This design comes from an exercise in tuning for small area, a short achievable clock period and few clock cycles per item on the open sky130 flow, not from production work.
At most, simulation tests tie the RTL to the original design; equivalence was not proved.
For runs 4 and 5, only the layout was checked, not whether the RTL still works.
Power is estimated from default activity; no workload was simulated.

==> design/flow/design.v <==
module tcmp_crc16_byte (
    input  wire [15:0] crc_in,
    input  wire [7:0]  data,
    output reg  [15:0] crc_out
);
    integer i;
    reg [15:0] c;
    always @(*) begin
        c = crc_in ^ {8'h00, data};
        for (i = 0; i < 8; i = i + 1) begin
            if (c[0])
                c = (c >> 1) ^ 16'h8408;
            else
                c = c >> 1;
        end
        crc_out = c;
    end
endmodule
module tcmp_rx (
    input  wire        clk,
    input  wire        rst,
    input  wire        in_valid,
    input  wire [7:0]  in_byte,
    output wire        in_ready,
    output reg         ud_valid,
    output reg  [7:0]  ud_byte,
    output reg         ev_valid,
    output reg  [1:0]  ev_kind,
    output wire [15:0] ev_family,
    output wire [7:0]  ev_code,
    output wire [15:0] ev_paylen
);
    localparam [7:0] FLAG = 8'h7E;
    localparam [7:0] ESC  = 8'h7D;
    localparam [1:0] EV_MSG  = 2'd1;
    localparam [1:0] EV_HDLC = 2'd2;
    localparam [1:0] EV_TCMP = 2'd3;
    reg        esc;        
    reg        bad;        
    reg [3:0]  pos;        
    reg [7:0]  sum;        
    reg        lcs_ok;     
    reg [15:0] plen;       
    reg        short;      
    reg [15:0] pcnt;       
    reg [15:0] family;
    reg [7:0]  code;
    reg [7:0]  last2;      
    reg [15:0] crc;        
    assign in_ready  = 1'b1;
    assign ev_family = family;
    assign ev_code   = code;
    assign ev_paylen = plen;
    wire is_flag = (in_byte == FLAG);
    wire is_esc  = (in_byte == ESC);
    wire esc_ok  = (in_byte == 8'h5D) || (in_byte == 8'h5E);
    wire [7:0] unesc_val = esc ? (in_byte ^ 8'h20) : in_byte;
    wire produce = in_valid && !is_flag && !bad &&
                   (esc ? esc_ok : !is_esc);
    wire [15:0] crc_next;
    tcmp_crc16_byte u_crc (.crc_in(crc), .data(last2), .crc_out(crc_next));
    wire [7:0]  sum_next = sum + unesc_val;
    wire [16:0] plen_m5  = {1'b0, plen} - 17'd5;
    wire decode_ok = pos[3] && lcs_ok && !short && (pcnt == plen) &&
                     (crc == {last2, ud_byte});
    always @(posedge clk) begin
        if (rst) begin
            esc      <= 1'b0;
            bad      <= 1'b0;
            pos      <= 4'd0;
            pcnt     <= 16'd0;
            crc      <= 16'h6363;
            ud_valid <= 1'b0;
            ev_valid <= 1'b0;
        end else begin
            ud_valid <= produce;
            ev_valid <= 1'b0;
            if (in_valid) begin
                if (is_flag) begin
                    ev_valid <= bad || esc || (pos != 4'd0);
                    ev_kind  <= (bad || esc) ? EV_HDLC :
                                decode_ok    ? EV_MSG  : EV_TCMP;
                    esc  <= 1'b0;
                    bad  <= 1'b0;
                    pos  <= 4'd0;
                    pcnt <= 16'd0;
                    crc  <= 16'h6363;
                end else if (!bad) begin
                    if (esc) begin
                        esc <= 1'b0;
                        if (!esc_ok)
                            bad <= 1'b1;
                    end else if (is_esc) begin
                        esc <= 1'b1;
                    end
                end
            end
            if (produce) begin
                ud_byte <= unesc_val;
                last2   <= ud_byte;
                if (!pos[3])
                    pos <= pos + 4'd1;
                else if (pcnt != 16'hFFFF)
                    pcnt <= pcnt + 16'd1;
                case (pos)
                    4'd0: sum <= unesc_val;
                    4'd1: begin
                        sum  <= sum_next;
                        plen <= {sum, unesc_val};
                    end
                    4'd2: begin
                        lcs_ok <= (sum_next == 8'h00);
                        plen   <= plen_m5[15:0];
                        short  <= plen_m5[16];
                    end
                    4'd3: family[15:8] <= unesc_val;
                    4'd4: family[7:0]  <= unesc_val;
                    4'd5: code         <= unesc_val;
                    default: ;
                endcase
                if (pos >= 4'd2)
                    crc <= crc_next;
            end
        end
    end
endmodule
module tcmp_tx (
    input  wire        clk,
    input  wire        rst,
    input  wire        msg_valid,
    output wire        msg_ready,
    input  wire [15:0] msg_family,
    input  wire [7:0]  msg_code,
    input  wire [15:0] msg_paylen,
    input  wire        pl_valid,
    output wire        pl_ready,
    input  wire [7:0]  pl_byte,
    output reg         out_valid,
    input  wire        out_ready,
    output reg  [7:0]  out_byte
);
    localparam [7:0] FLAG = 8'h7E;
    localparam [7:0] ESC  = 8'h7D;
    localparam [3:0] S_IDLE = 4'd0,    
                     S_LENH = 4'd1,
                     S_LENL = 4'd2,
                     S_LCS  = 4'd3,
                     S_FAMH = 4'd4,
                     S_FAML = 4'd5,
                     S_CODE = 4'd6,
                     S_PAY  = 4'd7,
                     S_CRCH = 4'd8,
                     S_CRCL = 4'd9,
                     S_EOF  = 4'd10;
    reg [3:0]  state;
    reg [7:0]  hdr;        
    reg [15:0] remain;     
    reg        esc_pend;   
    reg        esc_bit;    
    reg        crc_pend;   
    reg [15:0] crc;
    wire [15:0] len = msg_paylen + 16'd5;
    wire [7:0]  lcs = 8'h00 - (len[15:8] + len[7:0]);
    wire [7:0] crc_data = {out_byte[7:2],
                           (esc_pend && !esc_bit) ? 2'b10 : out_byte[1:0]};
    wire [15:0] crc_fold;
    tcmp_crc16_byte u_crc (.crc_in(crc), .data(crc_data), .crc_out(crc_fold));
    wire [15:0] crc_cur = crc_pend ? crc_fold : crc;
    reg [7:0] cur;
    always @(*) begin
        case (state)
            S_PAY:   cur = pl_byte;
            S_CRCH:  cur = crc_cur[15:8];
            S_CRCL:  cur = crc[7:0];
            default: cur = hdr;
        endcase
    end
    wire is_packet = (state != S_IDLE) && (state != S_EOF);
    wire cur_esc   = (cur[7:2] == 6'b011111) && (cur[1] ^ cur[0]);    
    wire slot_free = !out_valid || out_ready;
    wire have_byte = (state == S_IDLE) ? msg_valid :
                     (state == S_PAY)  ? pl_valid  : 1'b1;
    wire load      = slot_free && (esc_pend || have_byte);
    wire advance   = slot_free && !esc_pend && have_byte;
    assign msg_ready = (state == S_CODE) && slot_free && !esc_pend;
    assign pl_ready  = (state == S_PAY)  && slot_free && !esc_pend;
    always @(posedge clk) begin
        if (rst) begin
            state     <= S_IDLE;
            esc_pend  <= 1'b0;
            crc_pend  <= 1'b0;
            out_valid <= 1'b0;
        end else begin
            if (crc_pend)
                crc <= crc_fold;
            crc_pend <= 1'b0;
            if (out_valid && out_ready)
                out_valid <= 1'b0;
            if (load) begin
                out_valid <= 1'b1;
                if (esc_pend) begin
                    out_byte <= {6'b010111, !esc_bit, esc_bit};   
                    esc_pend <= 1'b0;
                end else if (is_packet && cur_esc) begin
                    out_byte <= ESC;
                    esc_pend <= 1'b1;
                    esc_bit  <= cur[0];
                end else begin
                    out_byte <= is_packet ? cur : FLAG;
                end
            end
            if (advance) begin
                crc_pend <= is_packet && (state != S_CRCH) && (state != S_CRCL);
                case (state)
                    S_IDLE: begin
                        crc   <= 16'h6363;
                        hdr   <= len[15:8];
                        state <= S_LENH;
                    end
                    S_LENH: begin hdr <= len[7:0];          state <= S_LENL; end
                    S_LENL: begin hdr <= lcs;               state <= S_LCS;  end
                    S_LCS:  begin hdr <= msg_family[15:8];  state <= S_FAMH; end
                    S_FAMH: begin hdr <= msg_family[7:0];   state <= S_FAML; end
                    S_FAML: begin hdr <= msg_code;          state <= S_CODE; end
                    S_CODE: begin
                        remain <= msg_paylen;
                        state  <= (msg_paylen == 16'd0) ? S_CRCH : S_PAY;
                    end
                    S_PAY: begin
                        remain <= remain - 16'd1;
                        if (remain == 16'd1)
                            state <= S_CRCH;
                    end
                    S_CRCH: state <= S_CRCL;
                    S_CRCL: state <= S_EOF;
                    default: state <= S_IDLE;    
                endcase
            end
        end
    end
endmodule
module tcmp_codec (
    input  wire        clk,
    input  wire        rst,
    input  wire        rx_valid,
    input  wire [7:0]  rx_byte,
    output wire        rx_ready,
    output wire        ud_valid,
    output wire [7:0]  ud_byte,
    output wire        ev_valid,
    output wire [1:0]  ev_kind,
    output wire [15:0] ev_family,
    output wire [7:0]  ev_code,
    output wire [15:0] ev_paylen,
    input  wire        msg_valid,
    output wire        msg_ready,
    input  wire [15:0] msg_family,
    input  wire [7:0]  msg_code,
    input  wire [15:0] msg_paylen,
    input  wire        pl_valid,
    output wire        pl_ready,
    input  wire [7:0]  pl_byte,
    output wire        tx_valid,
    input  wire        tx_ready,
    output wire [7:0]  tx_byte
);
    tcmp_rx u_rx (
        .clk(clk), .rst(rst),
        .in_valid(rx_valid), .in_byte(rx_byte), .in_ready(rx_ready),
        .ud_valid(ud_valid), .ud_byte(ud_byte),
        .ev_valid(ev_valid), .ev_kind(ev_kind), .ev_family(ev_family),
        .ev_code(ev_code), .ev_paylen(ev_paylen)
    );
    tcmp_tx u_tx (
        .clk(clk), .rst(rst),
        .msg_valid(msg_valid), .msg_ready(msg_ready),
        .msg_family(msg_family), .msg_code(msg_code), .msg_paylen(msg_paylen),
        .pl_valid(pl_valid), .pl_ready(pl_ready), .pl_byte(pl_byte),
        .out_valid(tx_valid), .out_ready(tx_ready), .out_byte(tx_byte)
    );
endmodule
==> design/flow/run.sh <==
#!/bin/bash
# synth_recipe.tcl (not shown) runs the flow's synth.tcl, then flattens the netlist and writes it again
# the make line also repeats each setting of config.mk as NAME=value (left out here)
make -C /OpenROAD-flow-scripts/flow DESIGN_CONFIG=/design/flow/config.mk WORK_HOME=/design/flow/orfs CLKGATE_MAP_FILE= SYNTH_SCRIPT=/design/flow/synth_recipe.tcl finish
==> design/flow/config.mk <==
export PLATFORM = sky130hd
export DESIGN_NAME = tcmp_codec
export DESIGN_NICKNAME = tcmp_codec
export VERILOG_FILES = /design/flow/design.v
export SDC_FILE = /design/flow/constraint.sdc
export NUM_CORES = 4
export LEC_CHECK = 0
export ABC_CLOCK_PERIOD_IN_PS = 2000
export CAP_MARGIN = 20
export CORE_MARGIN = 2
export CORE_UTILIZATION = 55
export PLACE_DENSITY = 0.7
export SETUP_SLACK_MARGIN = 2.4
export SLEW_MARGIN = 20
==> design/flow/constraint.sdc <==
create_clock -name core_clock -period 4.5 [get_ports {clk}]
set_input_delay 0.9000 -clock core_clock [delete_from_list [all_inputs] [get_ports {clk}]]
set_output_delay 0.9000 -clock core_clock [all_outputs]
set_load 0.01 [all_outputs]
==> reports/qor.txt, run 1 <==
ratio of cells with drive above 1 in the final layout - 36.2%
combined area of the multi-input logic cells - 0.00619 mm2
top cells by count, synth - 117 x sky130_fd_sc_hd__edfxtp_1, 96 x sky130_fd_sc_hd__nand2_1, 85 x sky130_fd_sc_hd__nor2_1
endpoints failing hold - 0
Avg Cell Area, Syn - 9.76 um2
library cell occupying the most area in the post-synthesis netlist - sky130_fd_sc_hd__edfxtp_1
longest individual stage delay on the worst path - 330 ps
count of antenna diodes in the layout - 0
number of placement rows - 48
critical register-to-register path startpoint - u_rx.plen[5]
number of buffers inserted during clock tree synthesis - 17
post-synthesis instance total - 994
register clock-pin slew on the reported worst setup and hold paths - 70 ps
count of state elements after synthesis - 164
YS warnings - 3
effective utilization at floorplan - 56.1%
required time reported for the critical path endpoint - 4670 ps
clock tree from TritonCTS - built
Initial DRC Count - 842
crit path time final - 3110 ps
depth of the worst register-to-register path - 6
post-synthesis sequential area ratio - 45.9%
Top Family by Delay on Critical Path - simple AND/OR/NAND/NOR gates
buffers plus inverters on the worst setup path - 1
crit end category - flop
Clock Skews - 11.8 ps
Avg Vias per Cell - 6.16
Final Slew Violations - 0
share of synthesized flip-flops with an asynchronous set or reset - 0%
startpoint type of the worst setup path - primary input
vias in the first global route - 8,758
number of buffers inserted by hold repair at cts - 0
most numerous cell on the critical path - sky130_fd_sc_hd__o21a_1
net count after synthesis - 1,088
Die Area - 0.0187 mm2
GR Util All Layers - 33.6%
number of clock sinks - 164
path class of the lowest-slack min-delay path - flop to flop
H-Tree Depth - 4
core region area - 0.0173 mm2
class of the most critical setup path - primary input to flop
Crit. path cell count - 12
cell breakdown of the critical path - clkdlybuf4s18_2 -> nand4_1 -> xor2_1 -> ha_1 -> ha_4 -> nor2b_4 -> o21ai_2 -> a21boi_2 -> o21a_1 -> o21a_1 -> nor4_2 -> nor3_1
Final Non-Filler Cells - 1,516
Die Y - 137 um
floorplan die width - 137 um
drt first pass iters - 7
layout filler cell count - 959
Max-Slew Margin vs Limit - 49.3%
root cell of the clock tree - sky130_fd_sc_hd__clkbuf_16
post-route fraction of the period consumed by the critical path - 69.2%
transition time of the tightest slew-check pin - 757 ps
layout-stage area growth over the synthesis result - 50.5%
drt drc - 0
area of the mapped netlist - 0.00970 mm2
flip-flop cell with the highest count after synthesis - sky130_fd_sc_hd__edfxtp_1
later-pin clock latency in the skew report - 430 ps
number of setup violations in the final report - 0
via count - 9,342
Clock Path Buffers - 2
worst reg2reg setup slack - 1950 ps
largest net degree at the start of global routing - 34
most used standard cell by instance count after synthesis - sky130_fd_sc_hd__edfxtp_1
number of enable-type register cells in the synthesized netlist - 117
setup repair after global routing missed its margin - true
Crit. Startpoint - msg_paylen[10]
cell leakage power - 0.00557 uW
global-route wire length before repair - 47.9 mm
VDD IR max - 0.000282 V
global placement routability congestion - 0.901
power per standard cell area - 344 mW/mm2
arrival time reported for the critical path endpoint - 3290 ps
final net count - 1,372
DPL Wire Length - 19.6 mm
area share of the largest cell type after synthesis - 36.2%
number of cells in the design after placement - 1,321
I/O pin cnt - 126
sequential cell area in the final layout - 0.00448 mm2
count of antenna-violating nets left after detailed routing - 0
highest fanout seen on the critical path - 6
capture point of the worst reg-to-reg path - u_rx.plen[14]
final wirelength - 34.0 mm
antenna violations before repair - 0
setup TNS - 0 ps
IO buf count - 124
grt total ovfl - 0
number of maximum-capacitance constraint violations - 0
endpoint of the most critical setup path - u_tx.hdr[7]
Peak Freq - 321 MHz
largest cells by area after synthesis - sky130_fd_sc_hd__edfxtp_1 36%, sky130_fd_sc_hd__dfxtp_1 9.7%, sky130_fd_sc_hd__xnor2_1 6.3%, sky130_fd_sc_hd__xor2_1 5.2%, sky130_fd_sc_hd__o21ai_0 3.9%
synth unique cells - 75
result of the run - timing/DRC/antenna clean
slowest cell on the critical path - sky130_fd_sc_hd__ha_1
final routed wire length divided by cell count - 22.4 um
==> sequential cells by signal (all words and copies together), names as in the netlist, 2 cells and up <==
signal / flops
u_rx.crc: 16
u_rx.family: 16
u_rx.pcnt: 16
u_rx.plen: 16
u_tx.crc: 16
u_tx.remain: 16
u_rx.code: 8
u_rx.last2: 8
u_rx.sum: 8
u_rx.ud_byte: 8
u_tx.hdr: 8
u_tx.out_byte: 8
u_rx.pos: 4
u_tx.state: 4
u_rx.ev_kind: 2
==> layer usage <==
metal / global-route usage [%] / part of all wire, %
met1: 41.0 / 39
met4: 15.7 / 4.5
met2: 58.1 / 50
met5: 0 / 0
met3: 5.63 / 6.8
==> power breakdown <==
group / leakage (uW) / internal (uW) / switching (uW)
Combinational: 0.00381 / 756 / 842
Sequential: 0.00145 / 1750 / 99.2
Clock: 0.000302 / 895 / 671
Total: 0.00557 / 3410 / 1610
==> worst register-to-register path, stage by stage (launching register included) <==
cell and delay, ps:
sky130_fd_sc_hd__edfxtp_1 450, sky130_fd_sc_hd__or3_4 420, sky130_fd_sc_hd__or4_4 430, sky130_fd_sc_hd__or3_4 360, sky130_fd_sc_hd__or3_4 370, sky130_fd_sc_hd__xor2_2 140
sky130_fd_sc_hd__o21ai_1 90
==> timing repair <==
action                                  4_1_cts  5_1_grt
gates cloned                                  1        3
gates resized for setup                     320      129
setup buffers                               117       42
pin swaps                                    74       62
endpoints found under the setup margin      270      190
==> final cells by class <==
type | count | area share (%)
clock buffers | 18 | 2.94
well taps | 225 | 1.93
multi-input cells | 754 | 42.4
inverters | 32 | 0.848
flip-flops and latches | 164 | 30.7
clock inverters | 14 | 1.29
repair buffers | 309 | 19.9
==> how the worst min path moves through the flow <==
stage                    start            end  cells after the start
2_1_floorplan      u_rx.crc[2]    u_rx.crc[2]                      2
3_3_place_gp       u_rx.crc[4]    u_rx.crc[4]                      2
3_5_place_dp   u_rx.ud_byte[1]  u_rx.last2[1]                      0
4_1_cts        u_rx.ud_byte[1]  u_rx.last2[1]                      0
5_1_grt        u_rx.ud_byte[5]  u_rx.last2[5]                      0
6_report       u_rx.ud_byte[5]  u_rx.last2[5]                      0
==> cells in the final DEF, fill, tap and decap left out, drive strengths merged, types with 30 or more instances in the layout <==
cell	count
ha	30
xor2	59
inv	39
o21ai	78
edfxtp	117
nor3	30
xnor2	71
a21oi	70
dfxtp	47
dlygate4sd2	56
nand2	96
buf	205
nor2	85
clkdlybuf4s50	33
==> cell families after synthesis <==
group	synth area share, %
AND/OR/NAND/NOR	18.8
adder cells (fa/ha/maj)	4.28
XOR/XNOR	12.6
multiplexers	1.08
buffers and inverters	3.24
other	0.0386
flip-flops	45.9
AO/OA/AOI/OAI	14.1
==> stage by stage <==
stage	power (uW)	hold WS, ps	setup WS, ps	cell area (um2)	utilization (%)
3_3_place_gp	2970	495	274	11700	67.5
6_report	5020	489	1390	14600	84.4
5_1_grt	5180	505	1300	14600	84.4
4_1_cts	4760	506	1480	13800	79.5
3_5_place_dp	2980	490	210	11700	67.5
2_1_floorplan	2660	474	1140	10300	-
Testbench counts, summed over its fixed seeds: cycles 50,953, items 50,921.
==> inputs of run 2 (changes only) <==
--- a/design/flow/config.mk
+++ b/design/flow/config.mk
@@ -6,5 +6,4 @@
 export NUM_CORES = 4
 export LEC_CHECK = 0
-export ABC_CLOCK_PERIOD_IN_PS = 2000
 export CAP_MARGIN = 20
 export CORE_MARGIN = 2
==> run 2 against run 1 <==
Against the previous run: power unchanged; largest power group unchanged; critical path depth is the same; count of clock-buffer cells in the layout unchanged; sequential power hardly changed; register-to-register slack barely moved.
==> reports/qor.txt, run 2 <==
result of the run - timing/DRC/antenna clean
via count - 9,342
Die Y - 137 um
capture point of the worst reg-to-reg path - u_rx.plen[14]
number of maximum-capacitance constraint violations - 0
path class of the lowest-slack min-delay path - flop to flop
largest cells by area after synthesis - sky130_fd_sc_hd__edfxtp_1 36%, sky130_fd_sc_hd__dfxtp_1 9.7%, sky130_fd_sc_hd__xnor2_1 6.3%, sky130_fd_sc_hd__xor2_1 5.2%, sky130_fd_sc_hd__o21ai_0 3.9%
library cell occupying the most area in the post-synthesis netlist - sky130_fd_sc_hd__edfxtp_1
required time reported for the critical path endpoint - 4670 ps
layout-stage area growth over the synthesis result - 50.5%
Clock Skews - 11.8 ps
GR Util All Layers - 33.6%
transition time of the tightest slew-check pin - 757 ps
number of buffers inserted during clock tree synthesis - 17
area of the mapped netlist - 0.00970 mm2
class of the most critical setup path - primary input to flop
core region area - 0.0173 mm2
power per standard cell area - 344 mW/mm2
YS warnings - 3
final setup margin - 1390 ps
number of cells on the worst hold path - 0
I/O pin cnt - 126
number of enable-type register cells in the synthesized netlist - 117
H-Tree Depth - 4
count of antenna-violating nets left after detailed routing - 0
post-synthesis instance total - 994
combined area of the multi-input logic cells - 0.00619 mm2
pre-CTS setup slack - 210 ps
global-route wire length before repair - 47.9 mm
Max-Slew Margin vs Limit - 49.3%
area share of the largest cell type after synthesis - 36.2%
count of state elements after synthesis - 164
Clock Path Buffers - 2
crit path time final - 3110 ps
crit end category - flop
final net count - 1,372
synth unique cells - 75
top cells by count, synth - 117 x sky130_fd_sc_hd__edfxtp_1, 96 x sky130_fd_sc_hd__nand2_1, 85 x sky130_fd_sc_hd__nor2_1
depth of the worst register-to-register path - 6
final routed wire length divided by cell count - 22.4 um
antenna violations before repair - 0
Peak Freq - 321 MHz
count of antenna diodes in the layout - 0
Avg Vias per Cell - 6.16
final wirelength - 34.0 mm
later-pin clock latency in the skew report - 430 ps
sequential cell area in the final layout - 0.00448 mm2
critical register-to-register path startpoint - u_rx.plen[5]
leading cell types in the layout, fill and taps excluded - 125 x sky130_fd_sc_hd__buf_4, 117 x sky130_fd_sc_hd__edfxtp_1, 87 x sky130_fd_sc_hd__nand2_1
post-route total power - 5020 uW
share of synthesized flip-flops with an asynchronous set or reset - 0%
number of setup violations in the final report - 0
launch point of the worst hold path - u_rx.ud_byte[5]
Min-Delay Endpoint - u_rx.last2[5]
largest net degree at the start of global routing - 34
VDD IR max - 0.000282 V
root cell of the clock tree - sky130_fd_sc_hd__clkbuf_16
clock tree from TritonCTS - built
most used standard cell by instance count after synthesis - sky130_fd_sc_hd__edfxtp_1
worst reg2reg setup slack - 1950 ps
post-synthesis sequential area ratio - 45.9%
flip-flop cell with the highest count after synthesis - sky130_fd_sc_hd__edfxtp_1
net count after synthesis - 1,088
startpoint type of the worst setup path - primary input
IO buf count - 124
vias in the first global route - 8,758
number of buffers inserted by hold repair at cts - 0
Initial DRC Count - 842
most common library cell in the layout ignoring fill and taps - sky130_fd_sc_hd__buf_4
floorplan die width - 137 um
drt drc - 0
ratio of cells with drive above 1 in the final layout - 36.2%
endpoints failing hold - 0
Die Area - 0.0187 mm2
post-route fraction of the period consumed by the critical path - 69.2%
global placement routability congestion - 0.901
cell leakage power - 0.00557 uW
Final Slew Violations - 0
register clock-pin slew on the reported worst setup and hold paths - 70 ps
Avg Cell Area, Syn - 9.76 um2
arrival time reported for the critical path endpoint - 3290 ps
number of clock sinks - 164
effective utilization at floorplan - 56.1%
drt first pass iters - 7
DPL Wire Length - 19.6 mm
highest fanout seen on the critical path - 6
layout filler cell count - 959
grt total ovfl - 0
number of placement rows - 48
setup TNS - 0 ps
setup repair after global routing missed its margin - true
==> run 2: cell counts after synthesis <==
No cell type changed its count.
==> run 2: timing repair <==
action	in CTS	in global routing
endpoints found under the setup margin	270	190
setup buffers	117	42
pin swaps	74	62
gates resized for setup	320	129
gates cloned	1	3
==> run 2: report_power, final <==
group          internal, uW  switching, uW  leakage [uW]
sequential             1750           99.2       0.00145
clock                   895            671      0.000302
combinational           756            842       0.00381
==> run 2: cell families (layout without fill, tap and decap cells) <==
kind of cell | after synthesis | after routing | share of synthesized area (%)
AOI/OAI and AO/OA | 222 | 222 | 14.1
xor gates and xnor gates | 133 | 133 | 12.6
adders and majority gates | 32 | 32 | 4.28
buffers and inverters | 76 | 373 | 3.24
DFF | 164 | 164 | 45.9
muxes | 10 | 10 | 1.08
other | 1 | 1 | 0.0386
and+or+nand+nor | 356 | 356 | 18.8
==> run 2: how the worst max path moves through the flow <==
stage	startpoint	cells after the start	slack [ps]	end
2_1_floorplan	msg_paylen[0]	15	1140	u_tx.hdr[7]
3_3_place_gp	msg_paylen[0]	16	270	u_tx.hdr[7]
3_5_place_dp	msg_paylen[0]	16	210	u_tx.hdr[7]
4_1_cts	msg_paylen[1]	15	1480	u_tx.hdr[7]
5_1_grt	msg_paylen[0]	12	1300	u_tx.hdr[7]
6_report	msg_paylen[10]	12	1390	u_tx.hdr[7]
==> run 2: final cells by class <==
type                       instances  share of cell area [%]
tap                              225                    1.93
clock buffer                      18                    2.94
clock inverter                    14                    1.29
sequential                       164                    30.7
inverter                          32                   0.848
timing repair buffer             309                    19.9
multi-input combinational        754                    42.4
==> run 2: through the flow <==
stage               instances  instance area [um2]  hold slack, ps  util, %
detailed placement       1321                11700             490     67.5
finish                   1516                14600             489     84.4
floorplan                 994                10300             474        -
global placement         1321                11700             495     67.5
global route             1516                14600             505     84.4
CTS                      1471                13800             506     79.5
==> run 2: critical path, stage by stage <==
cell	delay [ps]
sky130_fd_sc_hd__clkdlybuf4s18_2	300
sky130_fd_sc_hd__nand4_1	200
sky130_fd_sc_hd__xor2_1	210
sky130_fd_sc_hd__ha_1	330
sky130_fd_sc_hd__ha_4	230
sky130_fd_sc_hd__nor2b_4	120
sky130_fd_sc_hd__o21ai_2	160
sky130_fd_sc_hd__a21boi_2	80
sky130_fd_sc_hd__o21a_1	190
sky130_fd_sc_hd__o21a_1	210
sky130_fd_sc_hd__nor4_2	270
sky130_fd_sc_hd__nor3_1	90
==> run 2: metal layers <==
layer	wire length, um	part of all wire (%)	up-vias	global-route usage, %
met5	0	0	-	0
met4	1520	4.5	0	15.7
met3	2320	6.8	112	5.63
met2	17000	50	512	58.1
met1	13200	39	4541	41.0
li1	-	-	4177	-
==> inputs of run 3 (changes only) <==
--- a/design/flow/config.mk
+++ b/design/flow/config.mk
@@ -8,6 +8,5 @@
 export CAP_MARGIN = 20
 export CORE_MARGIN = 2
-export CORE_UTILIZATION = 55
-export PLACE_DENSITY = 0.7
-export SETUP_SLACK_MARGIN = 2.4
+export CORE_UTILIZATION = 40
+export PLACE_DENSITY = 0.6
 export SLEW_MARGIN = 20
==> run 3 against run 2 <==
Against the previous run: still clean; sequential share of layout area is 6.6 points higher; register-to-register slack worse by 360 ps; critical path depth is 3 higher; sequential power hardly changed.
==> reports/qor.txt, run 3 <==
critical register-to-register path startpoint - u_tx.state[0]
Clock Path Buffers - 2
effective utilization at floorplan - 40.4%
combined area of the multi-input logic cells - 0.00495 mm2
via count - 7,948
final wirelength - 26.6 mm
IO buf count - 124
number of buffers inserted during clock tree synthesis - 17
number of setup violations in the final report - 0
number of maximum-capacitance constraint violations - 0
area fraction in and, or, nand and nor cells after synthesis - 18.8%
largest cells by area after synthesis - sky130_fd_sc_hd__edfxtp_1 36%, sky130_fd_sc_hd__dfxtp_1 9.7%, sky130_fd_sc_hd__xnor2_1 6.3%, sky130_fd_sc_hd__xor2_1 5.2%, sky130_fd_sc_hd__o21ai_0 3.9%
Initial DRC Count - 534
startpoint type of the worst setup path - primary input
setup repair after global routing missed its margin - false
Final Non-Filler Cells - 1,461
DPL Wire Length - 19.7 mm
number of cells in the design after placement - 1,429
flip-flop cell with the highest count after synthesis - sky130_fd_sc_hd__edfxtp_1
area of the mapped netlist - 0.00970 mm2
share of cell area taken by muxes after synthesis - 1.08%
Max-Slew Margin vs Limit - 37.3%
area share of the largest cell type after synthesis - 36.2%
result of the run - timing/DRC/antenna clean
grt total ovfl - 0
launch point of the worst hold path - u_rx.ud_byte[7]
crit path time final - 4010 ps
number of placement rows - 57
root cell of the clock tree - sky130_fd_sc_hd__clkbuf_16
Crit. Startpoint - msg_paylen[1]
crit end category - flop
Avg Vias per Cell - 5.44
H-Tree Depth - 4
VDD IR max - 0.000245 V
cells resized by post-CTS repair - 0
arrival time reported for the critical path endpoint - 4180 ps
ratio of cells with drive above 1 in the final layout - 7.48%
number of buffers inserted by hold repair at cts - 0
Peak Freq - 249 MHz
post-route fraction of the period consumed by the critical path - 89.2%
floorplan die width - 160 um
count of antenna diodes in the layout - 0
share of synthesized flip-flops with an asynchronous set or reset - 0%
transition time of the tightest slew-check pin - 941 ps
YS warnings - 3
dominant combinational cell family by area after synthesis - simple AND/OR/NAND/NOR gates
vias in the first global route - 7,775
worst reg2reg setup slack - 1590 ps
most used standard cell by instance count after synthesis - sky130_fd_sc_hd__edfxtp_1
Die Area - 0.0255 mm2
post-CTS repair timing setup buffer count - 0
cell leakage power - 0.00423 uW
clock tree from TritonCTS - built
area share of fa/ha/maj cells after synthesis - 4.28%
final net count - 1,218
most common library cell in the layout ignoring fill and taps - sky130_fd_sc_hd__clkdlybuf4s50_1
count of state elements after synthesis - 164
power per standard cell area - 358 mW/mm2
Final Slew Violations - 0
top cells by count, synth - 117 x sky130_fd_sc_hd__edfxtp_1, 96 x sky130_fd_sc_hd__nand2_1, 85 x sky130_fd_sc_hd__nor2_1
Die Y - 160 um
Avg Cell Area, Syn - 9.76 um2
layout filler cell count - 2,254
complex-gate fraction of the synthesized area - 14.1%
synth unique cells - 75
leading cell types in the layout, fill and taps excluded - 123 x sky130_fd_sc_hd__clkdlybuf4s50_1, 117 x sky130_fd_sc_hd__edfxtp_1, 96 x sky130_fd_sc_hd__nand2_1
sequential cell area in the final layout - 0.00445 mm2
largest net degree at the start of global routing - 44
highest fanout seen on the critical path - 4
class of the most critical setup path - primary input to flop
I/O pin cnt - 126
slowest cell on the critical path - sky130_fd_sc_hd__clkdlybuf4s50_1
core region area - 0.0240 mm2
drt drc - 0
required time reported for the critical path endpoint - 4670 ps
drt first pass iters - 5
net count after synthesis - 1,088
global placement routability congestion - 0.870
later-pin clock latency in the skew report - 430 ps
post-synthesis instance total - 994
register clock-pin slew on the reported worst setup and hold paths - 80 ps
layout-stage area growth over the synthesis result - 23.1%
count of antenna-violating nets left after detailed routing - 0
setup TNS - 0 ps
XOR/XNOR Fraction of Synth Area - 12.6%
Clock Skews - 14.9 ps
path class of the lowest-slack min-delay path - flop to flop
GR Util All Layers - 21.1%
global-route wire length before repair - 42.5 mm
number of clock sinks - 164
final routed wire length divided by cell count - 18.2 um
post-synthesis sequential area ratio - 45.9%
endpoints failing hold - 0
antenna violations before repair - 0
number of enable-type register cells in the synthesized netlist - 117
cell breakdown of the critical path - clkdlybuf4s50_1 -> ha_1 -> o21ai_0 -> nor2b_1 -> xnor2_1 -> ha_1 -> inv_1 -> fa_1 -> nor2b_1 -> o21ai_0 -> a21boi_0 -> o21a_1 -> nor3_1 -> nor4_1 -> nor3_1
library cell occupying the most area in the post-synthesis netlist - sky130_fd_sc_hd__edfxtp_1
longest individual stage delay on the worst path - 470 ps
-- run 3: final timing paths --
| kind | end | cells after the start |
|---|---|---|
| hold reg to reg | u_rx.last2[7] | 0 |
| hold / removal | u_rx.last2[7] | 0 |
| setup / recovery | u_tx.hdr[7] | 15 |
| setup reg to reg | u_tx.esc_bit | 8 |
-- run 3: cell type report --
type,instances,share of cell area (%)
multi-input cells,754,41.4
flip-flops and latches,164,37.3
repair buffers,155,12.3
clock buffers,18,3.59
well taps,324,3.39
inverters,32,1.01
clock inverters,14,0.974
-- run 3: logic make-up (layout without fill, tap and decap cells) --
kind of cell    count (synthesis)  after routing
compound gates                222            222
xor+xnor                      133            133
fa+ha+maj                      32             32
buf+inv                        76            219
flops                         164            164
mux                            10             10
other cells                     1              1
simple gates                  356            356
-- run 3: power by group --
| part | switching, uW | total (uW) | internal [uW] |
|---|---|---|---|
| sequential | 98.6 | 1850 | 1750 |
| combinational | 573 | 1030 | 460 |
| clock | 666 | 1390 | 726 |
| total | 1340 | 4280 | 2940 |
-- run 3: critical path: cells and delay by family --
| family | cells | cell delay (ps) |
|---|---|---|
| fa+ha+maj | 3 | 1010 |
| compound gates | 4 | 870 |
| buf+inv | 2 | 530 |
| xor+xnor | 1 | 190 |
| simple gates | 5 | 670 |
-- run 3: metal layers --
metal | global-route usage, % | wire length, um | vias up
li1 | - | - | 3886
met1 | 29.6 | 12400 | 3765
met2 | 32.9 | 12000 | 258
met3 | 4.68 | 1740 | 39
met4 | 5.70 | 481 | 0
met5 | 0 | 0 | -
-- run 3: stage by stage --
step	worst slack (ps)	utilization (%)	cell area [um2]	hold slack [ps]	total power (uW)
finish	487	49.7	11900	511	4280
floorplan	877	-	9700	479	2570
global placement	142	47.4	11400	493	2910
detailed placement	65.7	47.4	11400	500	2910
CTS	514	49.7	11900	516	4310
global route	116	49.7	11900	533	4480
==> inputs of run 4 (changes only) <==
--- a/design/flow/design.v
+++ b/design/flow/design.v
@@ -38,11 +38,10 @@
     reg        esc;        
     reg        bad;        
-    reg [3:0]  pos;        
-    reg [7:0]  sum;        
+    reg        body;       
+    reg [15:0] cnt;        
     reg        lcs_ok;     
     reg [15:0] plen;       
     reg        short;      
-    reg [15:0] pcnt;       
-    reg [15:0] family;
+    reg [15:0] family;     
     reg [7:0]  code;
     reg [7:0]  last2;      
@@ -60,7 +59,9 @@
     wire [15:0] crc_next;
     tcmp_crc16_byte u_crc (.crc_in(crc), .data(last2), .crc_out(crc_next));
-    wire [7:0]  sum_next = sum + unesc_val;
-    wire [16:0] plen_m5  = {1'b0, plen} - 17'd5;
-    wire decode_ok = pos[3] && lcs_ok && !short && (pcnt == plen) &&
+    wire [2:0]  hpos    = cnt[2:0];    
+    wire [7:0]  lcs_sum = plen[15:8] + plen[7:0] + family[15:8];
+    wire [16:0] plen_m5 = {1'b0, plen} - 17'd5;
+    wire        empty   = !body && (hpos == 3'd0);
+    wire decode_ok = body && lcs_ok && !short && (cnt == plen) &&
                      (crc == {last2, ud_byte});
     always @(posedge clk) begin
@@ -68,6 +69,6 @@
             esc      <= 1'b0;
             bad      <= 1'b0;
-            pos      <= 4'd0;
-            pcnt     <= 16'd0;
+            body     <= 1'b0;
+            cnt      <= 16'hFFF8;
             crc      <= 16'h6363;
             ud_valid <= 1'b0;
@@ -78,11 +79,11 @@
             if (in_valid) begin
                 if (is_flag) begin
-                    ev_valid <= bad || esc || (pos != 4'd0);
+                    ev_valid <= bad || esc || !empty;
                     ev_kind  <= (bad || esc) ? EV_HDLC :
                                 decode_ok    ? EV_MSG  : EV_TCMP;
                     esc  <= 1'b0;
                     bad  <= 1'b0;
-                    pos  <= 4'd0;
-                    pcnt <= 16'd0;
+                    body <= 1'b0;
+                    cnt  <= 16'hFFF8;
                     crc  <= 16'h6363;
                 end else if (!bad) begin
@@ -99,25 +100,25 @@
                 ud_byte <= unesc_val;
                 last2   <= ud_byte;
-                if (!pos[3])
-                    pos <= pos + 4'd1;
-                else if (pcnt != 16'hFFFF)
-                    pcnt <= pcnt + 16'd1;
-                case (pos)
-                    4'd0: sum <= unesc_val;
-                    4'd1: begin
-                        sum  <= sum_next;
-                        plen <= {sum, unesc_val};
-                    end
-                    4'd2: begin
-                        lcs_ok <= (sum_next == 8'h00);
-                        plen   <= plen_m5[15:0];
-                        short  <= plen_m5[16];
-                    end
-                    4'd3: family[15:8] <= unesc_val;
-                    4'd4: family[7:0]  <= unesc_val;
-                    4'd5: code         <= unesc_val;
-                    default: ;
-                endcase
-                if (pos >= 4'd2)
+                if (!(body && cnt == 16'hFFFF))
+                    cnt <= cnt + 16'd1;
+                if (!body && hpos == 3'd7)
+                    body <= 1'b1;
+                if (!body) begin
+                    case (hpos)
+                        3'd0: plen[15:8]   <= unesc_val;
+                        3'd1: plen[7:0]    <= unesc_val;
+                        3'd2: family[15:8] <= unesc_val;
+                        3'd3: begin
+                            lcs_ok       <= (lcs_sum == 8'h00);
+                            plen         <= plen_m5[15:0];
+                            short        <= plen_m5[16];
+                            family[15:8] <= unesc_val;
+                        end
+                        3'd4: family[7:0]  <= unesc_val;
+                        3'd5: code         <= unesc_val;
+                        default: ;
+                    endcase
+                end
+                if (body || hpos >= 3'd2)
                     crc <= crc_next;
             end
@@ -154,24 +155,21 @@
                      S_EOF  = 4'd10;
     reg [3:0]  state;
-    reg [7:0]  hdr;        
     reg [15:0] remain;     
     reg        esc_pend;   
     reg        esc_bit;    
-    reg        crc_pend;   
     reg [15:0] crc;
-    wire [15:0] len = msg_paylen + 16'd5;
-    wire [7:0]  lcs = 8'h00 - (len[15:8] + len[7:0]);
-    wire [7:0] crc_data = {out_byte[7:2],
-                           (esc_pend && !esc_bit) ? 2'b10 : out_byte[1:0]};
-    wire [15:0] crc_fold;
-    tcmp_crc16_byte u_crc (.crc_in(crc), .data(crc_data), .crc_out(crc_fold));
-    wire [15:0] crc_cur = crc_pend ? crc_fold : crc;
     reg [7:0] cur;
     always @(*) begin
         case (state)
+            S_LENH:  cur = remain[15:8];
+            S_LENL:  cur = remain[7:0];
+            S_LCS:   cur = remain[15:8];
+            S_FAMH:  cur = msg_family[15:8];
+            S_FAML:  cur = msg_family[7:0];
+            S_CODE:  cur = msg_code;
             S_PAY:   cur = pl_byte;
-            S_CRCH:  cur = crc_cur[15:8];
+            S_CRCH:  cur = crc[15:8];
             S_CRCL:  cur = crc[7:0];
-            default: cur = hdr;
+            default: cur = FLAG;
         endcase
     end
@@ -185,14 +183,12 @@
     assign msg_ready = (state == S_CODE) && slot_free && !esc_pend;
     assign pl_ready  = (state == S_PAY)  && slot_free && !esc_pend;
+    wire [15:0] crc_next;
+    tcmp_crc16_byte u_crc (.crc_in(crc), .data(cur), .crc_out(crc_next));
     always @(posedge clk) begin
         if (rst) begin
             state     <= S_IDLE;
             esc_pend  <= 1'b0;
-            crc_pend  <= 1'b0;
             out_valid <= 1'b0;
         end else begin
-            if (crc_pend)
-                crc <= crc_fold;
-            crc_pend <= 1'b0;
             if (out_valid && out_ready)
                 out_valid <= 1'b0;
@@ -207,20 +203,24 @@
                     esc_bit  <= cur[0];
                 end else begin
-                    out_byte <= is_packet ? cur : FLAG;
+                    out_byte <= cur;
                 end
             end
             if (advance) begin
-                crc_pend <= is_packet && (state != S_CRCH) && (state != S_CRCL);
+                if (state >= S_LENH && state <= S_PAY)
+                    crc <= crc_next;
                 case (state)
                     S_IDLE: begin
-                        crc   <= 16'h6363;
-                        hdr   <= len[15:8];
-                        state <= S_LENH;
-                    end
-                    S_LENH: begin hdr <= len[7:0];          state <= S_LENL; end
-                    S_LENL: begin hdr <= lcs;               state <= S_LCS;  end
-                    S_LCS:  begin hdr <= msg_family[15:8];  state <= S_FAMH; end
-                    S_FAMH: begin hdr <= msg_family[7:0];   state <= S_FAML; end
-                    S_FAML: begin hdr <= msg_code;          state <= S_CODE; end
+                        crc    <= 16'h6363;
+                        remain <= msg_paylen + 16'd5;
+                        state  <= S_LENH;
+                    end
+                    S_LENH: begin
+                        remain[15:8] <= 8'h00 - (remain[15:8] + remain[7:0]);
+                        state        <= S_LENL;
+                    end
+                    S_LENL: state <= S_LCS;
+                    S_LCS:  state <= S_FAMH;
+                    S_FAMH: state <= S_FAML;
+                    S_FAML: state <= S_CODE;
                     S_CODE: begin
                         remain <= msg_paylen;
--- a/design/flow/config.mk
+++ b/design/flow/config.mk
@@ -8,5 +8,6 @@
 export CAP_MARGIN = 20
 export CORE_MARGIN = 2
-export CORE_UTILIZATION = 40
-export PLACE_DENSITY = 0.6
+export CORE_UTILIZATION = 60
+export PLACE_DENSITY = 0.75
+export SETUP_SLACK_MARGIN = 2.0
 export SLEW_MARGIN = 20
==> run 4 against run 3 <==
Against the previous run: largest cell class unchanged; routed wire length grew 20%; maximum frequency is 43% higher; clock skew shrank 1.3 ps; via count up 11%; die area down 37%; still clean; sequential cell count fell by 20; power rose by 24%.
==> reports/qor.txt, run 4 <==
result of the run - timing/DRC/antenna clean
core region area - 0.0146 mm2
cell breakdown of the critical path - fa_1 -> ha_2 -> inv_2 -> fa_2 -> nor2b_1 -> o21a_1 -> o21ai_2 -> nand2b_1 -> a21oi_2 -> xnor2_1 -> a2111oi_2
class of the most critical setup path - flop to flop
highest fanout seen on the critical path - 2
vias in the first global route - 8,202
number of buffers inserted during clock tree synthesis - 17
net count after synthesis - 1,007
Avg Cell Area, Syn - 9.96 um2
register clock-pin slew on the reported worst setup and hold paths - 60 ps
Die Area - 0.0160 mm2
count of state elements after synthesis - 144
antenna violations before repair - 1
post-synthesis sequential area ratio - 43.1%
largest net degree at the start of global routing - 28
worst reg2reg setup slack - 1690 ps
crit end category - flop
Clock Path Buffers - 2
number of setup violations in the final report - 0
drt drc - 0
Avg Vias per Cell - 6.67
Final Slew Violations - 0
most common library cell in the layout ignoring fill and taps - sky130_fd_sc_hd__edfxtp_1
final wirelength - 31.9 mm
I/O pin cnt - 126
count of antenna diodes in the layout - 0
cell leakage power - 0.00479 uW
YS warnings - 3
Crit. Startpoint - u_rx.plen[1]
Peak Freq - 356 MHz
largest cells by area after synthesis - sky130_fd_sc_hd__edfxtp_1 34%, sky130_fd_sc_hd__dfxtp_1 9.5%, sky130_fd_sc_hd__xnor2_1 8.7%, sky130_fd_sc_hd__ha_1 4.2%, sky130_fd_sc_hd__a21oi_1 3.3%
drt first pass iters - 9
pre-CTS setup slack - 573 ps
final routed wire length divided by cell count - 24.2 um
grt total ovfl - 0
later-pin clock latency in the skew report - 430 ps
most used standard cell by instance count after synthesis - sky130_fd_sc_hd__edfxtp_1
setup repair after global routing missed its margin - true
area share of the largest cell type after synthesis - 33.6%
crit path time final - 2810 ps
number of placement rows - 44
post-route total power - 5300 uW
IO buf count - 124
depth of the worst register-to-register path - 11
layout-stage area growth over the synthesis result - 40.0%
GR Util All Layers - 34.4%
effective utilization at floorplan - 61.9%
number of enable-type register cells in the synthesized netlist - 101
count of antenna-violating nets left after detailed routing - 0
transition time of the tightest slew-check pin - 887 ps
flip-flop cell with the highest count after synthesis - sky130_fd_sc_hd__edfxtp_1
number of clock sinks - 144
leading cell types in the layout, fill and taps excluded - 101 x sky130_fd_sc_hd__edfxtp_1, 93 x sky130_fd_sc_hd__clkdlybuf4s50_1, 92 x sky130_fd_sc_hd__buf_4
share of synthesized flip-flops with an asynchronous set or reset - 0%
slowest cell on the critical path - sky130_fd_sc_hd__fa_1
power per standard cell area - 420 mW/mm2
endpoints failing hold - 0
Clock Skews - 13.6 ps
DPL Wire Length - 18.3 mm
capture point of the worst reg-to-reg path - u_rx.lcs_ok
post-route fraction of the period consumed by the critical path - 62.5%
arrival time reported for the critical path endpoint - 3000 ps
startpoint type of the worst setup path - flop
setup TNS - 0 ps
library cell occupying the most area in the post-synthesis netlist - sky130_fd_sc_hd__edfxtp_1
number of buffers inserted by hold repair at cts - 0
top cells by count, synth - 101 x sky130_fd_sc_hd__edfxtp_1, 90 x sky130_fd_sc_hd__xnor2_1, 76 x sky130_fd_sc_hd__nor2_1
synth unique cells - 86
final net count - 1,225
VDD IR max - 0.000296 V
global-route wire length before repair - 43.3 mm
Die Y - 127 um
critical register-to-register path startpoint - u_rx.plen[1]
required time reported for the critical path endpoint - 4690 ps
final setup margin - 1690 ps
number of cells in the design after placement - 1,187
layout filler cell count - 697
Post-Route Utilization - 86.6%
post-synthesis instance total - 906
floorplan die width - 127 um
via count - 8,806
global placement routability congestion - 0.917
area of the mapped netlist - 0.00903 mm2
path class of the lowest-slack min-delay path - flop to flop
H-Tree Depth - 4
clock tree from TritonCTS - built
ratio of cells with drive above 1 in the final layout - 26.5%
Max-Slew Margin vs Limit - 40.5%
longest individual stage delay on the worst path - 580 ps
Final Non-Filler Cells - 1,320
number of cells on the worst hold path - 2
Initial DRC Count - 1,395
endpoint of the most critical setup path - u_rx.lcs_ok
number of maximum-capacitance constraint violations - 0
root cell of the clock tree - sky130_fd_sc_hd__clkbuf_16
-- run 4: worst min-delay path by stage --
stage | slack (ps) | end | from
2_1_floorplan | 440 | u_rx.crc[10] | u_rx.crc[10]
3_3_place_gp | 460 | u_rx.crc[10] | u_rx.crc[10]
3_5_place_dp | 470 | u_rx.crc[10] | u_rx.crc[10]
4_1_cts | 480 | u_rx.crc[10] | u_rx.crc[10]
5_1_grt | 510 | u_rx.crc[10] | u_rx.crc[10]
6_report | 490 | u_rx.crc[10] | u_rx.crc[10]
-- run 4: repair_timing --
item,CTS,global route
gates resized for setup,118,117
cloned,2,0
endpoints found under the setup margin,183,150
buffers inserted,55,45
pin swaps,33,54
-- run 4: routing by layer --
metal / GRT usage, % / vias to the layer above / routed length (um)
met5: 0 / - / 13
met4: 10.1 / 2 / 1750
met3: 9.78 / 160 / 3580
met2: 56.0 / 716 / 14600
met1: 45.1 / 4187 / 11900
li1: - / 3741 / -
-- run 4: metrics by stage --
step	hold WS, ps	cell area [um2]
floorplan	444	9220
global placement	457	10500
detailed placement	474	10500
CTS	484	11800
global route	506	12600
finish	489	12600
-- run 4: where the power goes --
group          switching [uW]  internal, uW
registers                 142          1620
logic                    1100          1060
clock network             578           813
total                    1820          3490
-- run 4: cell families (layout without fill, tap and decap cells) --
| kind of cell | Yosys count | in the layout | synth area share (%) |
|---|---|---|---|
| buffers and inverters | 83 | 313 | 4.42 |
| xor gates and xnor gates | 125 | 125 | 12.8 |
| DFF | 144 | 144 | 43.1 |
| adders and majority gates | 39 | 39 | 6.15 |
| AOI/OAI and AO/OA | 189 | 189 | 13.8 |
| other | 1 | 1 | 0.0415 |
| muxes | 17 | 17 | 1.97 |
| and+or+nand+nor | 308 | 308 | 17.7 |
-- run 4: final cells by class --
cell class	instances	area, um2	share of cell area, %
Clock buffer	18	429	3.40
Clock inverter	13	139	1.10
Inverter	42	161	1.28
Multi-Input combinational cell	679	5460	43.2
Sequential cell	144	3910	30.9
Tap cell	184	230	1.82
Timing Repair Buffer	240	2310	18.3
-- run 4: worst max-delay path: cells and delay by family (launching register included) --
kind | cells | cell delay, ps
xor+xnor | 1 | 130
fa+ha+maj | 3 | 1120
buf+inv | 1 | 40
flops | 1 | 440
compound gates | 4 | 620
simple gates | 2 | 220
==> inputs of run 5 (changes only) <==
--- a/design/flow/config.mk
+++ b/design/flow/config.mk
@@ -10,4 +10,3 @@
 export CORE_UTILIZATION = 60
 export PLACE_DENSITY = 0.75
-export SETUP_SLACK_MARGIN = 2.0
 export SLEW_MARGIN = 20
==> run 5 against run 4 <==
Against the previous run: final area is 13% lower; sequential share of layout area is 4.5 points higher; highest routed layer is now met4; still clean; die area stayed put; critical endpoint unchanged; count of clock-buffer cells in the layout is 3 higher; synthesized cell count stayed put; maximum frequency is 22% lower; final cell count is 7.9% lower; hold slack worse by 3.2 ps; combinational power is 34% lower; core utilization is 11 points lower.
==> reports/qor.txt, run 5 <==
result of the run - timing/DRC/antenna clean
post-route total power - 4670 uW
post-route fraction of the period consumed by the critical path - 80.5%
number of buffers inserted during clock tree synthesis - 17
crit end category - flop
Clock Skews - 11.6 ps
top cells by count, synth - 101 x sky130_fd_sc_hd__edfxtp_1, 90 x sky130_fd_sc_hd__xnor2_1, 76 x sky130_fd_sc_hd__nor2_1
Peak Freq - 276 MHz
clock tree from TritonCTS - built
count of antenna-violating nets left after detailed routing - 0
endpoints failing hold - 0
power per standard cell area - 425 mW/mm2
area of the mapped netlist - 0.00903 mm2
core region area - 0.0146 mm2
number of placement rows - 44
number of buffers inserted by hold repair at cts - 0
final instance area - 0.0110 mm2
ratio of cells with drive above 1 in the final layout - 6.69%
drt drc - 0
net count after synthesis - 1,007
vias in the first global route - 7,744
startpoint type of the worst setup path - flop
Max-Slew Margin vs Limit - 27.1%
Crit. Startpoint - u_rx.plen[9]
largest net degree at the start of global routing - 43
most common library cell in the layout ignoring fill and taps - sky130_fd_sc_hd__clkdlybuf4s50_1
Die Y - 127 um
GR Util All Layers - 32.3%
effective utilization at floorplan - 61.9%
antenna violations before repair - 0
Die Area - 0.0160 mm2
final routed wire length divided by cell count - 21.0 um
largest cells by area after synthesis - sky130_fd_sc_hd__edfxtp_1 34%, sky130_fd_sc_hd__dfxtp_1 9.5%, sky130_fd_sc_hd__xnor2_1 8.7%, sky130_fd_sc_hd__ha_1 4.2%, sky130_fd_sc_hd__a21oi_1 3.3%
DP Area - 0.0103 mm2
area share of the largest cell type after synthesis - 33.6%
number of enable-type register cells in the synthesized netlist - 101
H-Tree Depth - 4
final net count - 1,120
Avg Vias per Cell - 6.36
I/O pin cnt - 126
arrival time reported for the critical path endpoint - 3700 ps
cells resized by post-CTS repair - 0
grt total ovfl - 0
count of state elements after synthesis - 144
flip-flop cell with the highest count after synthesis - sky130_fd_sc_hd__edfxtp_1
crit path time final - 3620 ps
Clock Path Buffers - 2
final wirelength - 25.5 mm
floorplan die width - 127 um
VDD IR max - 0.000291 V
setup TNS - 0 ps
via count - 7,736
post-CTS repair timing setup buffer count - 0
Initial DRC Count - 781
leading cell types in the layout, fill and taps excluded - 124 x sky130_fd_sc_hd__clkdlybuf4s50_1, 101 x sky130_fd_sc_hd__edfxtp_1, 90 x sky130_fd_sc_hd__xnor2_1
number of maximum-capacitance constraint violations - 0
launch point of the worst hold path - u_rx.crc[10]
most used standard cell by instance count after synthesis - sky130_fd_sc_hd__edfxtp_1
required time reported for the critical path endpoint - 4580 ps
transition time of the tightest slew-check pin - 1070 ps
cell leakage power - 0.00396 uW
setup repair after global routing missed its margin - false
Final Slew Violations - 0
post-synthesis sequential area ratio - 43.1%
IO buf count - 124
number of setup violations in the final report - 0
YS warnings - 3
number of clock sinks - 144
drt first pass iters - 5
library cell occupying the most area in the post-synthesis netlist - sky130_fd_sc_hd__edfxtp_1
DPL Wire Length - 18.6 mm
Avg Cell Area, Syn - 9.96 um2
root cell of the clock tree - sky130_fd_sc_hd__clkbuf_16
class of the most critical setup path - flop to flop
post-synthesis instance total - 906
layout-stage area growth over the synthesis result - 21.6%
later-pin clock latency in the skew report - 430 ps
critical register-to-register path startpoint - u_rx.plen[9]
global-route wire length before repair - 40.6 mm
synth unique cells - 86
register clock-pin slew on the reported worst setup and hold paths - 60 ps
highest fanout seen on the critical path - 7
global placement routability congestion - 0.964
path class of the lowest-slack min-delay path - flop to flop
count of antenna diodes in the layout - 0
share of synthesized flip-flops with an asynchronous set or reset - 0%
==> run 5: cell families (layout without fill, tap and decap cells) <==
group | after synthesis | in the layout | share of synthesized area [%]
AND/OR/NAND/NOR | 308 | 308 | 17.7
multiplexers | 17 | 17 | 1.97
flip-flops | 144 | 144 | 43.1
buffers and inverters | 83 | 209 | 4.42
XOR/XNOR | 125 | 125 | 12.8
AO/OA/AOI/OAI | 189 | 189 | 13.8
adder cells (fa/ha/maj) | 39 | 39 | 6.15
other | 1 | 1 | 0.0415
==> run 5: worst paths after layout <==
check                 end  slack, ps  depth (start not counted)
max           u_rx.lcs_ok        880                         11
min          u_rx.crc[10]        490                          2
max reg2reg   u_rx.lcs_ok        880                         11
min reg2reg  u_rx.crc[10]        490                          2
==> run 5: critical path, cell delays in order (launching register included) <==
cell	delay, ps
sky130_fd_sc_hd__edfxtp_1	560
sky130_fd_sc_hd__fa_1	560
sky130_fd_sc_hd__ha_1	170
sky130_fd_sc_hd__inv_1	60
sky130_fd_sc_hd__fa_1	400
sky130_fd_sc_hd__nor2b_1	130
sky130_fd_sc_hd__o21a_1	120
sky130_fd_sc_hd__o21ai_0	100
sky130_fd_sc_hd__nand2b_1	90
sky130_fd_sc_hd__a21oi_1	70
sky130_fd_sc_hd__xnor2_1	120
sky130_fd_sc_hd__a2111oi_0	900
==> run 5: area by class of cell <==
class                   instances  area, um2
clock buffers                  21        493
clock inverters                11        139
fillers                      1009       3610
inverters                      42        158
multi-input cells             679       4740
flip-flops and latches        144       3890
well taps                     184        230
repair buffers                135       1320
==> run 5: power by group <==
part	switching (uW)	internal (uW)	leakage (uW)
Sequential	141	1610	0.00128
Combinational	770	656	0.00238
Clock	577	912	0.000309
==> run 5: through the flow <==
step	hold slack, ps	util [%]	instances	setup slack (ps)
2_1_floorplan	444	-	906	1260
3_3_place_gp	462	70.9	1184	699
3_5_place_dp	472	70.9	1184	519
4_1_cts	481	75.2	1216	957
5_1_grt	531	75.3	1216	778
6_report	486	75.3	1216	880
==> run 5: layer usage <==
layer | vias up | track usage, % | wire [um]
met5 | - | 0 | 0
met3 | 78 | 6.16 | 1980
met1 | 3689 | 39.0 | 9740
met4 | 0 | 16.5 | 1090
met2 | 447 | 55.3 | 12700
li1 | 3522 | - | -
==> inputs of run 6 (changes only) <==
--- a/design/flow/design.v
+++ b/design/flow/design.v
@@ -51,9 +51,16 @@
     assign ev_code   = code;
     assign ev_paylen = plen;
-    wire is_flag = (in_byte == FLAG);
-    wire is_esc  = (in_byte == ESC);
-    wire esc_ok  = (in_byte == 8'h5D) || (in_byte == 8'h5E);
-    wire [7:0] unesc_val = esc ? (in_byte ^ 8'h20) : in_byte;
-    wire produce = in_valid && !is_flag && !bad &&
+    reg       in_v;
+    reg [7:0] in_b;
+    reg       is_flag, is_esc, esc_ok;
+    always @(posedge clk) begin
+        in_v    <= in_valid && !rst;
+        in_b    <= in_byte;
+        is_flag <= (in_byte == FLAG);
+        is_esc  <= (in_byte == ESC);
+        esc_ok  <= (in_byte == 8'h5D) || (in_byte == 8'h5E);
+    end
+    wire [7:0] unesc_val = {in_b[7:6], in_b[5] ^ esc, in_b[4:0]};
+    wire produce = in_v && !is_flag && !bad &&
                    (esc ? esc_ok : !is_esc);
     wire [15:0] crc_next;
@@ -77,5 +84,5 @@
             ud_valid <= produce;
             ev_valid <= 1'b0;
-            if (in_valid) begin
+            if (in_v) begin
                 if (is_flag) begin
                     ev_valid <= bad || esc || !empty;
@@ -181,6 +188,31 @@
     wire load      = slot_free && (esc_pend || have_byte);
     wire advance   = slot_free && !esc_pend && have_byte;
-    assign msg_ready = (state == S_CODE) && slot_free && !esc_pend;
-    assign pl_ready  = (state == S_PAY)  && slot_free && !esc_pend;
+    reg [3:0] state_n;
+    reg       esc_pend_n;
+    reg       code_rdy;    
+    reg       pay_rdy;     
+    always @(*) begin
+        state_n    = state;
+        esc_pend_n = esc_pend;
+        if (load)
+            esc_pend_n = !esc_pend && is_packet && cur_esc;
+        if (advance) begin
+            case (state)
+                S_IDLE: state_n = S_LENH;
+                S_LENH: state_n = S_LENL;
+                S_LENL: state_n = S_LCS;
+                S_LCS:  state_n = S_FAMH;
+                S_FAMH: state_n = S_FAML;
+                S_FAML: state_n = S_CODE;
+                S_CODE: state_n = (msg_paylen == 16'd0) ? S_CRCH : S_PAY;
+                S_PAY:  state_n = (remain == 16'd1) ? S_CRCH : S_PAY;
+                S_CRCH: state_n = S_CRCL;
+                S_CRCL: state_n = S_EOF;
+                default: state_n = S_IDLE;    
+            endcase
+        end
+    end
+    assign msg_ready = code_rdy && slot_free;
+    assign pl_ready  = pay_rdy  && slot_free;
     wire [15:0] crc_next;
     tcmp_crc16_byte u_crc (.crc_in(crc), .data(cur), .crc_out(crc_next));
@@ -189,20 +221,24 @@
             state     <= S_IDLE;
             esc_pend  <= 1'b0;
+            code_rdy  <= 1'b0;
+            pay_rdy   <= 1'b0;
             out_valid <= 1'b0;
         end else begin
+            state    <= state_n;
+            esc_pend <= esc_pend_n;
+            code_rdy <= (state_n == S_CODE) && !esc_pend_n;
+            pay_rdy  <= (state_n == S_PAY)  && !esc_pend_n;
             if (out_valid && out_ready)
                 out_valid <= 1'b0;
             if (load) begin
                 out_valid <= 1'b1;
-                if (esc_pend) begin
+                if (esc_pend)
                     out_byte <= {6'b010111, !esc_bit, esc_bit};   
-                    esc_pend <= 1'b0;
-                end else if (is_packet && cur_esc) begin
+                else if (is_packet && cur_esc)
                     out_byte <= ESC;
-                    esc_pend <= 1'b1;
-                    esc_bit  <= cur[0];
-                end else begin
+                else
                     out_byte <= cur;
-                end
+                if (!esc_pend)
+                    esc_bit <= cur[0];
             end
             if (advance) begin
@@ -213,26 +249,9 @@
                         crc    <= 16'h6363;
                         remain <= msg_paylen + 16'd5;
-                        state  <= S_LENH;
                     end
-                    S_LENH: begin
-                        remain[15:8] <= 8'h00 - (remain[15:8] + remain[7:0]);
-                        state        <= S_LENL;
-                    end
-                    S_LENL: state <= S_LCS;
-                    S_LCS:  state <= S_FAMH;
-                    S_FAMH: state <= S_FAML;
-                    S_FAML: state <= S_CODE;
-                    S_CODE: begin
-                        remain <= msg_paylen;
-                        state  <= (msg_paylen == 16'd0) ? S_CRCH : S_PAY;
-                    end
-                    S_PAY: begin
-                        remain <= remain - 16'd1;
-                        if (remain == 16'd1)
-                            state <= S_CRCH;
-                    end
-                    S_CRCH: state <= S_CRCL;
-                    S_CRCL: state <= S_EOF;
-                    default: state <= S_IDLE;    
+                    S_LENH: remain[15:8] <= 8'h00 - (remain[15:8] + remain[7:0]);
+                    S_CODE: remain <= msg_paylen;
+                    S_PAY:  remain <= remain - 16'd1;
+                    default: ;
                 endcase
             end
==> run 6 against run 5 <==
Against the previous run: maximum frequency up 9.1%; critical path depth down 7; clock power down 7%; via count up 0.12%; critical endpoint is now pl_ready; still clean on timing, DRC and antenna.
==> reports/qor.txt, run 6 <==
I/O pin cnt - 126
net count after synthesis - 1,047
endpoints failing hold - 0
count of antenna-violating nets left after detailed routing - 0
register clock-pin slew on the reported worst setup and hold paths - 60 ps
crit path time final - 3320 ps
transition time of the tightest slew-check pin - 1030 ps
final instance area - 0.0114 mm2
power per standard cell area - 384 mW/mm2
capture point of the worst reg-to-reg path - u_tx.crc[9]
count of antenna diodes in the layout - 0
layout filler cell count - 1,162
top routing layer in use - met4
YS warnings - 3
IO buf count - 124
number of maximum-capacitance constraint violations - 0
DP Area - 0.0108 mm2
antenna violations before repair - 0
largest cells by area after synthesis - sky130_fd_sc_hd__edfxtp_1 32%, sky130_fd_sc_hd__dfxtp_1 12%, sky130_fd_sc_hd__xnor2_1 7.6%, sky130_fd_sc_hd__xor2_1 3.9%, sky130_fd_sc_hd__ha_1 3.8%
core region area - 0.0153 mm2
hold slack - 486 ps
ratio of cells with drive above 1 in the final layout - 6.82%
number of buffers inserted during clock tree synthesis - 17
DPL Wire Length - 18.0 mm
routed length on met1 - 11.0 mm
synth unique cells - 82
combined area of the multi-input logic cells - 0.00493 mm2
area share of the largest cell type after synthesis - 32.0%
setup repair after global routing missed its margin - false
layout-stage area growth over the synthesis result - 20.6%
Die Area - 0.0168 mm2
later-pin clock latency in the skew report - 430 ps
floorplan die width - 130 um
post-synthesis instance total - 947
Max-Slew Margin vs Limit - 31.2%
post-route fraction of the period consumed by the critical path - 73.8%
global placement routability congestion - 0.953
cells resized by post-CTS repair - 0
Final Slew Violations - 0
number of enable-type register cells in the synthesized netlist - 101
post-CTS repair timing setup buffer count - 0
final wirelength - 24.6 mm
VDD IR max - 0.000313 V
count of state elements after synthesis - 158
most used standard cell by instance count after synthesis - sky130_fd_sc_hd__edfxtp_1
result of the run - timing/DRC/antenna clean
area of the mapped netlist - 0.00947 mm2
worst reg2reg setup slack - 1240 ps
final net count - 1,158
endpoint of the most critical setup path - pl_ready
Avg Cell Area, Syn - 10.0 um2
largest net degree at the start of global routing - 44
Clock Skews - 15.4 ps
class of the most critical setup path - primary input to output port
root cell of the clock tree - sky130_fd_sc_hd__clkbuf_16
grt total ovfl - 0
Peak Freq - 301 MHz
Avg Vias per Cell - 6.04
leading cell types in the layout, fill and taps excluded - 123 x sky130_fd_sc_hd__clkdlybuf4s50_1, 101 x sky130_fd_sc_hd__edfxtp_1, 82 x sky130_fd_sc_hd__xnor2_1
drt first pass iters - 5
required time reported for the critical path endpoint - 3600 ps
flip-flop cell with the highest count after synthesis - sky130_fd_sc_hd__edfxtp_1
launch point of the worst hold path - u_rx.is_esc
setup TNS - 0 ps
number of buffers inserted by hold repair at cts - 0
arrival time reported for the critical path endpoint - 2420 ps
sequential cell area in the final layout - 0.00417 mm2
depth of the worst register-to-register path - 9
most common library cell in the layout ignoring fill and taps - sky130_fd_sc_hd__clkdlybuf4s50_1
critical register-to-register path startpoint - u_tx.state[0]
library cell occupying the most area in the post-synthesis netlist - sky130_fd_sc_hd__edfxtp_1
number of clock sinks - 158
cell leakage power - 0.00416 uW
number of setup violations in the final report - 0
total met3 wirelength after detailed routing - 2.06 mm
number of placement rows - 45
crit end category - output port
GR Util All Layers - 29.7%
drt drc - 0
H-Tree Depth - 4
effective utilization at floorplan - 61.9%
final routed wire length divided by cell count - 19.2 um
Crit. Startpoint - tx_ready
Initial DRC Count - 736
wire length on met2 - 11.2 mm
Clock Path Buffers - 2
global-route wire length before repair - 38.2 mm
highest fanout seen on the critical path - 7
via count - 7,745
vias in the first global route - 7,203
clock tree from TritonCTS - built
Die Y - 130 um
Post-Route Utilization - 74.6%
share of synthesized flip-flops with an asynchronous set or reset - 0%
startpoint type of the worst setup path - primary input
post-synthesis sequential area ratio - 44.1%
path class of the lowest-slack min-delay path - flop to flop
top cells by count, synth - 101 x sky130_fd_sc_hd__edfxtp_1, 82 x sky130_fd_sc_hd__xnor2_1, 80 x sky130_fd_sc_hd__nor2_1
[run 6: changes by cell type after synthesis, sizes merged, moves of 5 or more]
cell | before | now
clkbuf | 17 | 26
dfxtp | 43 | 57
inv | 41 | 36
nand2b | 4 | 15
nor2b | 9 | 16
nor3 | 33 | 27
nor3b | 1 | 7
o211ai | 3 | 8
o21bai | 2 | 14
o22ai | 8 | 2
xnor2 | 92 | 82
xor2 | 32 | 42
[run 6: cell families after synthesis]
group | synth area share [%]
AOI/OAI and AO/OA | 13.6
adders and majority gates | 5.73
other | 0.0396
xor gates and xnor gates | 12.2
and+or+nand+nor | 18.9
buffers and inverters | 3.96
DFF | 44.1
muxes | 1.57
[run 6: final cells by class]
class	count	area share [%]
timing repair buffer	138	11.7
sequential	158	36.5
clock buffer	23	4.39
inverter	36	1.18
clock inverter	9	0.646
multi-input combinational	707	43.2
tap	211	2.31
[run 6: worst min-delay path by stage]
stage	to	slack, ps	cells after the start
4_1_cts	u_rx.esc	490	2
3_5_place_dp	u_rx.esc	480	2
6_report	u_rx.esc	490	2
2_1_floorplan	u_rx.esc	460	2
5_1_grt	u_rx.ev_kind[1]	520	1
3_3_place_gp	u_rx.esc	480	2
[run 6: where the power goes]
part	switching (uW)	internal, uW
clock network	597	798
registers	129	1700
logic	606	555
total	1330	3060
[run 6: critical path, cell delays in order]
cell	delay (ps)
sky130_fd_sc_hd__clkdlybuf4s50_1	410
sky130_fd_sc_hd__nor2b_1	480
sky130_fd_sc_hd__nor2b_1	120
sky130_fd_sc_hd__clkdlybuf4s50_1	510
[run 6: per-layer routing]
layer / global-route usage, % / up-vias
met3: 6.44 / 31
met1: 43.9 / 3731
li1: - / 3645
met5: 0 / -
met2: 44.3 / 338
met4: 8.48 / 0
[run 6: metrics by stage]
step | total power, uW | setup WS, ps | cells
2_1_floorplan | 2680 | 602 | 947
3_3_place_gp | 2980 | 1260 | 1249
3_5_place_dp | 3000 | 1160 | 1249
4_1_cts | 4390 | 1200 | 1281
5_1_grt | 4570 | 1070 | 1282
6_report | 4390 | 1180 | 1282
Testbench counts of run 6, summed over its fixed seeds: cycles 50,961, items 50,921.

separate check: timing with driven ports:
The results above use ideal ports. As a check the final layouts listed here were re-extracted and re-timed, cells and wires unchanged.
Step 1 assumes that a clkbuf_16 drives the clock port and a buf_2 every other input.
Step 2 times the ports against the registers' clock, not the clock port: input delays grow and output delays shrink by t, the midpoint of the rising clock arrivals with the driver on.
Three values: no drivers, after step 1, after step 2; two values: the first two.
| run | t (ns) | setup slack, ns | hold slack, ns |
|---|---|---|---|
| run 1 | 0.469 | 1.388 / 1.398 / 0.929 | 0.489 / 0.489 / 0.489 |
| run 2 | 0.469 | 1.388 / 1.398 / 0.929 | 0.489 / 0.489 / 0.489 |
| run 3 | 0.474 | 0.487 / 0.515 / 0.041 | 0.511 / 0.511 / 0.511 |
| run 4 | 0.470 | 1.688 / 1.688 / 1.325 | 0.489 / 0.489 / 0.489 |
| run 5 | 0.471 | 0.880 / 0.880 / 0.544 | 0.486 / 0.486 / 0.486 |
| run 6 | 0.463 | 1.180 / 1.154 / 1.131 | 0.486 / 0.486 / 0.486 |
After both steps every run listed still meets setup and hold.
